From an optimization exercise on the open Yosys and OpenROAD flow, aimed at small area, a short achievable clock period and few clock cycles per item; shortcuts taken in it are not production practice.
RTL that was checked went through simulation tests only; none was proved equivalent to the original.
Power is estimated from default activity; no workload was simulated.

==> inputs of run a <==
==> flow/design.v (excerpt) <==
module se05x_rx_check (
    input  wire        clk,
    input  wire        rst,             
    input  wire        in_valid,
    output wire        in_ready,
    input  wire [31:0] in_data,
    output reg         res_valid,
    output reg  [3:0]  res_status,      
    output reg  [1:0]  res_kind,        
    output reg  [7:0]  res_pcb,
    output reg  [7:0]  res_len,
    output wire [15:0] res_crc,         
    output wire        res_seq_mismatch,
    output wire        res_rx_seq,      
    output wire        res_wtx,         
    output wire [7:0]  res_wtx_mult
);
    localparam [7:0] NAD_C2H = 8'hA5;
    localparam [15:0] RESIDUE = 16'hF0B8;   
    localparam [15:0] WTX_HDR = 16'hFE12;   
    localparam [3:0] ST_OK       = 4'd0;
    localparam [3:0] ST_BAD_CRC  = 4'd4;
    localparam [3:0] ST_BAD_PCB  = 4'd5;
    localparam [3:0] ST_BAD_ADDR = 4'd6;
    localparam [3:0] ST_RX_BUF   = 4'd7;
    localparam [1:0] K_I = 2'd0, K_R = 2'd1, K_S = 2'd2, K_BAD = 2'd3;
    function [15:0] crc_byte;
        input [15:0] c;
        input [7:0]  b;
        integer k;
        reg [15:0] x;
        begin
            x = c ^ {8'h00, b};
            for (k = 0; k < 8; k = k + 1)
                x = x[0] ? ((x >> 1) ^ 16'h8408) : (x >> 1);
            crc_byte = x;
        end
    endfunction
    function [1:0] pcb_kind;
        input [7:0] p;
        begin
            if (p[7] == 1'b0)
                pcb_kind = K_I;
            else if ((p & 8'hEC) == 8'h80)
                pcb_kind = (p[1:0] == 2'b11) ? K_BAD : K_R;
  ...
clock: 5.0 ns
lec_check: 0
cap_margin: 20
core_margin: 2
core_utilization: 60
cts_buf_list: sky130_fd_sc_hd__clkbuf_4 sky130_fd_sc_hd__clkbuf_8
setup_slack_margin: 1.5
slew_margin: 20
standard.sh (not shown) runs the stock make flow with config.mk's settings and CLKGATE_MAP_FILE= SYNTH_SCRIPT=/design/flow/synth_recipe.tcl, a recipe that flattens the netlist after the stock synthesis.
==> flow/flow/run.sh <==
#!/bin/bash
# The standard layout (standard.sh) with two changes:
#  - synthesis is flow/my_synth.tcl: synth_recipe.tcl, but keeping the RTL's
#    XOR network as written (see the comment at its top);
#  - the port buffers are buf_2 cells instead of the default choice (a slow
#    delay buffer).
set -euo pipefail
here=$(pwd)
export BUFFER_PORTS_ARGS="-buffer_cell sky130_fd_sc_hd__buf_2"
sed "s#SYNTH_SCRIPT=[^ ]*#SYNTH_SCRIPT=$here/flow/my_synth.tcl#" standard.sh > my_standard.sh
grep -q "SYNTH_SCRIPT=$here/flow/my_synth.tcl" my_standard.sh
bash my_standard.sh > standard.log 2>&1
==> flow/flow/my_synth.tcl <==
# The standard flow's synthesis script (synth_recipe.tcl), except that the XOR network
# is kept as written: Yosys's own generic ABC pass is skipped (synth -noabc),
# and just before ABC's technology mapping the 2-input XOR/XNOR gates are
# mapped to the library's xor2/xnor2 cells (flow/xormap.v), so ABC maps
# only the rest. Registers are untouched by either change.
set ::my_flow_dir [file dirname [file normalize [info script]]]
proc synth {args} { yosys synth -nofsm -noshare -noabc {*}$args }
proc abc {args} {
  yosys techmap -map $::my_flow_dir/xormap.v
  yosys abc {*}$args
}
source $::env(SCRIPTS_DIR)/synth.tcl
# left out here: clear keep_hierarchy, flatten, clean up, hide names made inside functions, write 1_2_yosys.v
==> flow/flow/xormap.v <==
// Map Yosys's 2-input XOR/XNOR gates straight to the library's cells, so
// that ABC keeps the XOR network as the RTL writes it.
module \$_XOR_ (input A, input B, output Y);
  sky130_fd_sc_hd__xor2_1 _TECHMAP_REPLACE_ (.A(A), .B(B), .X(Y));
endmodule
module \$_XNOR_ (input A, input B, output Y);
  sky130_fd_sc_hd__xnor2_1 _TECHMAP_REPLACE_ (.A(A), .B(B), .Y(Y));
endmodule
==> inputs of run b, as changes to run a <==
--- a/flow/design.v
+++ b/flow/design.v
@@ -53,32 +53,29 @@
         end
     endfunction
     wire [7:0] d0 = in_data[7:0],   d1 = in_data[15:8],
                d2 = in_data[23:16], d3 = in_data[31:24];
     reg [7:2]  rem;         
     reg        busy;
     reg        r_ge6, r5, r4, r3, r2, r1;
     reg [1:0]  tc;          
-    reg        fx;          
-    reg        fx0;         
     reg [15:0] crcq;        
     reg        rx_seq;
     reg        len_bad, hdr_bad, pcb_bad;
     reg        lo_bad;      
     reg [1:0]  crc_bad;     
     wire len0   = (d2 == 8'h00);
     wire len255 = (d2 == 8'hFF);
-    wire k3 = busy && r5;
+    wire k3 = busy ? r5 : (len0 || len255);
     wire k2 = busy && r4;
     wire k1 = busy && r3;
     wire serial    = k3 || k2 || k1;
     wire last_byte = k1 || (k2 && tc == 2'd1) || (k3 && tc == 2'd2);
-    wire lenx      = len0 || len255;        
-    assign in_ready = !fx && (!serial || last_byte);
+    assign in_ready = !serial || last_byte;
     wire take = in_valid && in_ready;
     wire last = r4 || r3 || r2 || r1;
     wire [15:0] c0 = busy ? ~crcq : 16'hFFFF;
     wire [15:0] c4;
     wire t0, t1, t2, t3, t4, t5, t6, t7, t8, t9, t10, t11;
     wire t12, t13, t14, t15, n1, n2, n3, n4, n5, n6, n7, n8;
     wire n9, n10, n11, n12, n13, n14, n15, n16, n17, n18, n19, n20;
     wire n21, n22, n23, n24, n25, n26, n27, n28, n29, n30, n31, n32;
@@ -209,79 +206,57 @@
     assign n102 = n4 ^ n101;
     assign n103 = n15 ^ n102;
     assign n104 = in_data[22] ^ t3;
     assign n105 = n104 ^ n33;
     assign n106 = in_data[23] ^ t4;
     assign n107 = n106 ^ n32;
     assign c4 = {n107, n105, n103, n99, n94, n89, n84, n79, n74, n70, n64, n57, n52, n46, n41, n37};
     wire [15:0] cs = (tc == 2'd0) ? c0 : ~crcq;
-    wire [7:0]  lane = fx ? ((tc == 2'd1) ? res_pcb : {8{!fx0}}) :
-                       (tc == 2'd0) ? d0 : (tc == 2'd1) ? d1 : d2;
+    wire [7:0]  lane = (tc == 2'd0) ? d0 : (tc == 2'd1) ? d1 : d2;
     wire [15:0] u = crc_byte(cs, lane);
     reg  [7:0] rem_n;
     always @(*) begin
         rem_n = {rem, res_len[1] ^ res_len[0], ~res_len[0]};
-        if (fx)
-            rem_n = 8'd1;                   
-        else if (take)
+        if (take)
             rem_n = busy ? rem_n - 8'd4 : d2 + 8'd1;
     end
     always @(posedge clk) begin
         if (rst) begin
             busy      <= 1'b0;
             tc        <= 2'd0;
-            fx        <= 1'b0;
             rx_seq    <= 1'b0;
             res_valid <= 1'b0;
         end else begin
-            res_valid <= (take && busy && last) || (fx && tc == 2'd2 && !fx0);
-            if (take && busy && last)
-                busy <= 1'b0;
-            if (take && !busy && !lenx)
-                busy <= 1'b1;
-            if (fx && tc == 2'd2)
-                busy <= fx0;
-            if (take && !busy && lenx) begin
-                fx  <= 1'b1;
-                fx0 <= len0;
-                tc  <= 2'd1;
-            end else if (fx) begin
-                fx  <= tc != 2'd2;
-                tc  <= (tc == 2'd2) ? 2'd0 : tc + 2'd1;
-            end else if (in_valid && serial)
+            res_valid <= take && (busy ? last : len255);
+            if (take)
+                busy <= busy ? !last : !len255;
+            if (in_valid && serial)
                 tc <= last_byte ? 2'd0 : tc + 2'd1;
             if (res_valid && accept_i)
                 rx_seq <= ~rx_seq;
         end
         rem   <= rem_n[7:2];
         r_ge6 <= rem_n >= 8'd6;
         r5    <= rem_n == 8'd5;
         r4    <= rem_n == 8'd4;
         r3    <= rem_n == 8'd3;
         r2    <= rem_n == 8'd2;
         r1    <= rem_n == 8'd1;
-        if (fx)
-            crcq <= ~u;
-        else if (in_valid) begin
-            if (serial || (!busy && lenx))
+        if (in_valid) begin
+            if (serial)
                 crcq <= ~u;
             else if (busy ? r_ge6 : 1'b1)
                 crcq <= ~c4;
         end
         if (in_valid && last_byte && k3)
             lo_bad <= (~u[7:0] != d3);
-        if (fx && tc == 2'd2) begin
-            lo_bad <= (~u[7:0] != res_len);
-            if (fx0)
-                res_len <= 8'd0;
-        end
         if (take && !busy) begin
             res_pcb <= d1;
-            res_len <= len0 ? d3 : d2;
+            res_len <= d2;
             len_bad <= len255;
             hdr_bad <= len255 || (d0 != NAD_C2H);
             pcb_bad <= (pcb_kind(d1) == K_BAD) || (pcb_kind(d1) == K_R) ||
                        (d1 == 8'hC3 && d2 != 8'd1);
         end
         if (take && busy) begin
             crc_bad[0] <= k2 ? (~u[7:0] != d2) :
                           k1 ? (~u[7:0] != d1) :
- CORE_UTILIZATION: 60 -> 40
==> inputs of run c, as changes to run a <==
--- a/flow/design.v
+++ b/flow/design.v
@@ -53,32 +53,29 @@
         end
     endfunction
     wire [7:0] d0 = in_data[7:0],   d1 = in_data[15:8],
                d2 = in_data[23:16], d3 = in_data[31:24];
     reg [7:2]  rem;         
     reg        busy;
     reg        r_ge6, r5, r4, r3, r2, r1;
     reg [1:0]  tc;          
-    reg        fx;          
-    reg        fx0;         
     reg [15:0] crcq;        
     reg        rx_seq;
     reg        len_bad, hdr_bad, pcb_bad;
     reg        lo_bad;      
-    reg [1:0]  crc_bad;     
+    reg [3:0]  crc_bad;     
     wire len0   = (d2 == 8'h00);
     wire len255 = (d2 == 8'hFF);
-    wire k3 = busy && r5;
+    wire k3 = busy ? r5 : (len0 || len255);
     wire k2 = busy && r4;
     wire k1 = busy && r3;
     wire serial    = k3 || k2 || k1;
     wire last_byte = k1 || (k2 && tc == 2'd1) || (k3 && tc == 2'd2);
-    wire lenx      = len0 || len255;        
-    assign in_ready = !fx && (!serial || last_byte);
+    assign in_ready = !serial || last_byte;
     wire take = in_valid && in_ready;
     wire last = r4 || r3 || r2 || r1;
     wire [15:0] c0 = busy ? ~crcq : 16'hFFFF;
     wire [15:0] c4;
     wire t0, t1, t2, t3, t4, t5, t6, t7, t8, t9, t10, t11;
     wire t12, t13, t14, t15, n1, n2, n3, n4, n5, n6, n7, n8;
     wire n9, n10, n11, n12, n13, n14, n15, n16, n17, n18, n19, n20;
     wire n21, n22, n23, n24, n25, n26, n27, n28, n29, n30, n31, n32;
@@ -209,97 +206,83 @@
     assign n102 = n4 ^ n101;
     assign n103 = n15 ^ n102;
     assign n104 = in_data[22] ^ t3;
     assign n105 = n104 ^ n33;
     assign n106 = in_data[23] ^ t4;
     assign n107 = n106 ^ n32;
     assign c4 = {n107, n105, n103, n99, n94, n89, n84, n79, n74, n70, n64, n57, n52, n46, n41, n37};
     wire [15:0] cs = (tc == 2'd0) ? c0 : ~crcq;
-    wire [7:0]  lane = fx ? ((tc == 2'd1) ? res_pcb : {8{!fx0}}) :
-                       (tc == 2'd0) ? d0 : (tc == 2'd1) ? d1 : d2;
+    wire [7:0]  lane = (tc == 2'd0) ? d0 : (tc == 2'd1) ? d1 : d2;
     wire [15:0] u = crc_byte(cs, lane);
     reg  [7:0] rem_n;
     always @(*) begin
         rem_n = {rem, res_len[1] ^ res_len[0], ~res_len[0]};
-        if (fx)
-            rem_n = 8'd1;                   
-        else if (take)
+        if (take)
             rem_n = busy ? rem_n - 8'd4 : d2 + 8'd1;
     end
     always @(posedge clk) begin
         if (rst) begin
             busy      <= 1'b0;
             tc        <= 2'd0;
-            fx        <= 1'b0;
             rx_seq    <= 1'b0;
             res_valid <= 1'b0;
         end else begin
-            res_valid <= (take && busy && last) || (fx && tc == 2'd2 && !fx0);
-            if (take && busy && last)
-                busy <= 1'b0;
-            if (take && !busy && !lenx)
-                busy <= 1'b1;
-            if (fx && tc == 2'd2)
-                busy <= fx0;
-            if (take && !busy && lenx) begin
-                fx  <= 1'b1;
-                fx0 <= len0;
-                tc  <= 2'd1;
-            end else if (fx) begin
-                fx  <= tc != 2'd2;
-                tc  <= (tc == 2'd2) ? 2'd0 : tc + 2'd1;
-            end else if (in_valid && serial)
+            res_valid <= take && (busy ? last : len255);
+            if (take)
+                busy <= busy ? !last : !len255;
+            if (in_valid && serial)
                 tc <= last_byte ? 2'd0 : tc + 2'd1;
             if (res_valid && accept_i)
                 rx_seq <= ~rx_seq;
         end
         rem   <= rem_n[7:2];
         r_ge6 <= rem_n >= 8'd6;
         r5    <= rem_n == 8'd5;
         r4    <= rem_n == 8'd4;
         r3    <= rem_n == 8'd3;
         r2    <= rem_n == 8'd2;
         r1    <= rem_n == 8'd1;
-        if (fx)
-            crcq <= ~u;
-        else if (in_valid) begin
-            if (serial || (!busy && lenx))
+        if (in_valid) begin
+            if (serial)
                 crcq <= ~u;
             else if (busy ? r_ge6 : 1'b1)
                 crcq <= ~c4;
         end
         if (in_valid && last_byte && k3)
             lo_bad <= (~u[7:0] != d3);
-        if (fx && tc == 2'd2) begin
-            lo_bad <= (~u[7:0] != res_len);
-            if (fx0)
-                res_len <= 8'd0;
-        end
         if (take && !busy) begin
             res_pcb <= d1;
-            res_len <= len0 ? d3 : d2;
+            res_len <= d2;
             len_bad <= len255;
             hdr_bad <= len255 || (d0 != NAD_C2H);
             pcb_bad <= (pcb_kind(d1) == K_BAD) || (pcb_kind(d1) == K_R) ||
                        (d1 == 8'hC3 && d2 != 8'd1);
         end
         if (take && busy) begin
-            crc_bad[0] <= k2 ? (~u[7:0] != d2) :
-                          k1 ? (~u[7:0] != d1) :
-                          r2 ? (c0[7:0] != ~d0) :
+            crc_bad[0] <= k2 ? (~u[3:0] != d2[3:0]) :
+                          k1 ? (~u[3:0] != d1[3:0]) :
+                          r2 ? (c0[3:0] != ~d0[3:0]) :
+                               lo_bad;
+            crc_bad[1] <= k2 ? (~u[7:4] != d2[7:4]) :
+                          k1 ? (~u[7:4] != d1[7:4]) :
+                          r2 ? (c0[7:4] != ~d0[7:4]) :
                                lo_bad;
-            crc_bad[1] <= k2 ? (~u[15:8] != d3) :
-                          k1 ? (~u[15:8] != d2) :
-                          r2 ? (c0[15:8] != ~d1) :
-                               (crcq[15:8] != d0);
+            crc_bad[2] <= k2 ? (~u[11:8] != d3[3:0]) :
+                          k1 ? (~u[11:8] != d2[3:0]) :
+                          r2 ? (c0[11:8] != ~d1[3:0]) :
+                               (crcq[11:8] != d0[3:0]);
+            crc_bad[3] <= k2 ? (~u[15:12] != d3[7:4]) :
+                          k1 ? (~u[15:12] != d2[7:4]) :
+                          r2 ? (c0[15:12] != ~d1[7:4]) :
+                               (crcq[15:12] != d0[7:4]);
         end
     end
     assign res_crc = crcq;
-    wire crc_any = (crc_bad != 2'b00);
+    wire crc_any = (crc_bad != 4'h0);
     always @(*) begin
         res_kind   = pcb_kind(res_pcb);
         res_status = {1'b0, hdr_bad || crc_any || pcb_bad, hdr_bad,
                       len_bad || (!hdr_bad && !crc_any && pcb_bad)};
     end
     wire ok       = !(hdr_bad || crc_any || pcb_bad);
     wire accept_i = ok && !res_pcb[7];                     
     assign res_seq_mismatch = accept_i && (res_pcb[6] != rx_seq);
==> metrics.md <==
| Metric | Value |
|---|---|
| Outcome | `complete, no violations` |
| Pin count of the biggest net entering global routing | `41` |
| Kind of critical path | `in -> reg` |
| CP delay by family, top | `XOR/XNOR gates` |
| Seq pwr | `0.000840 W` |
| Multi-input combinational area share | `0.613` |
| DPL Wire Length | `13700 um` |
| Layout Cells excl Fill | `886` |
| Worst-path clk slew | `0.09 ns` |
| Worst setup margin | `1.48 ns` |
| Worst path bufs/invs | `1` |
That was run a.
==> metrics.md <==
| Metric | Value |
|---|---|
| Outcome | `complete, no violations` |
| Fin util | `0.485` |
| Slowest stage delay, CP | `0.32 ns` |
| DPL Wire Length | `13400 um` |
| Worst setup margin | `1.56 ns` |
| Worst-path clk slew | `0.12 ns` |
| Kind of critical path | `in -> out` |
| Worst path bufs/invs | `2` |
| Multi-input combinational area share | `0.596` |
| Seq pwr | `0.000789 W` |
| CP delay by family, top | `simple AND/OR/NAND/NOR gates` |
| Pin count of the biggest net entering global routing | `41` |
| Layout Cells excl Fill | `880` |
That was run b.
==> metrics.md <==
| Metric | Value |
|---|---|
| CTS H-Tree Depth | `3` |
| Compound-cell area share of the yosys netlist | `0.0939` |
| Buffers excl. clock | `88` |
| CP delay by family, top | `simple AND/OR/NAND/NOR gates` |
| Multi-input combinational area share | `0.600` |
| Outcome | `complete, no violations` |
| Largest registers | `crcq: 16 flops, res_len: 8 flops, res_pcb: 8 flops` |
| Kind of critical path | `in -> out` |
| Seq pwr | `0.000796 W` |
| Pin count of the biggest net entering global routing | `36` |
| Worst-path clk slew | `0.07 ns` |
| DPL Wire Length | `12700 um` |
| Met1 wire length | `6730 um` |
| Worst setup margin | `1.60 ns` |
| Worst slew pin tran | `0.888 ns` |
| Worst path bufs/invs | `2` |
| Maximum buffer depth of the clock tree | `2` |
That was run c.
Testbench counts of run b, summed over its fixed seeds: cycles 37,512, frames 1,280.
Testbench counts of run c, summed over its fixed seeds: cycles 37,512, frames 1,280.
The RTL of run a was laid out without a check of its function.

-- separate check: timing with driven ports --
How much do the figures lean on ideal ports? The routed layouts below were timed once more, with nothing changed but the port constraints. Step 1 assumes that a clkbuf_16 drives the clock port and a buf_2 every other input. Step 2 adds t to the input delays and takes it off the output delays; t is the mean of the earliest and latest rising clock arrival at the registers after step 1. Input paths then give back, and output paths get back, about the clock's delay inside the block. a / b / c = ideal / step 1 / step 2; a / b = the first two.
| run | t, ns | setup WS [ns] | worst hold slack (ns) | worst setup path after step 2 | worst data-port slew with drivers (ns) |
|---|---|---|---|---|---|
| run a | 0.386 | 1.485 / 1.501 / 1.115 | 0.505 / 0.505 / 0.505 | input to register | 0.04 |
| run b | 0.357 | 1.565 / 1.544 / 1.304 | 0.515 / 0.515 / 0.515 | input to register | 0.03 |
| run c | 0.378 | 1.595 / 1.572 / 1.437 | 0.504 / 0.504 / 0.504 | input to register | 0.04 |
After both steps every run listed still meets setup and hold. The setup slack of run a, which loses most, moves by +0.016 ns with the drivers and by -0.370 ns with both steps.
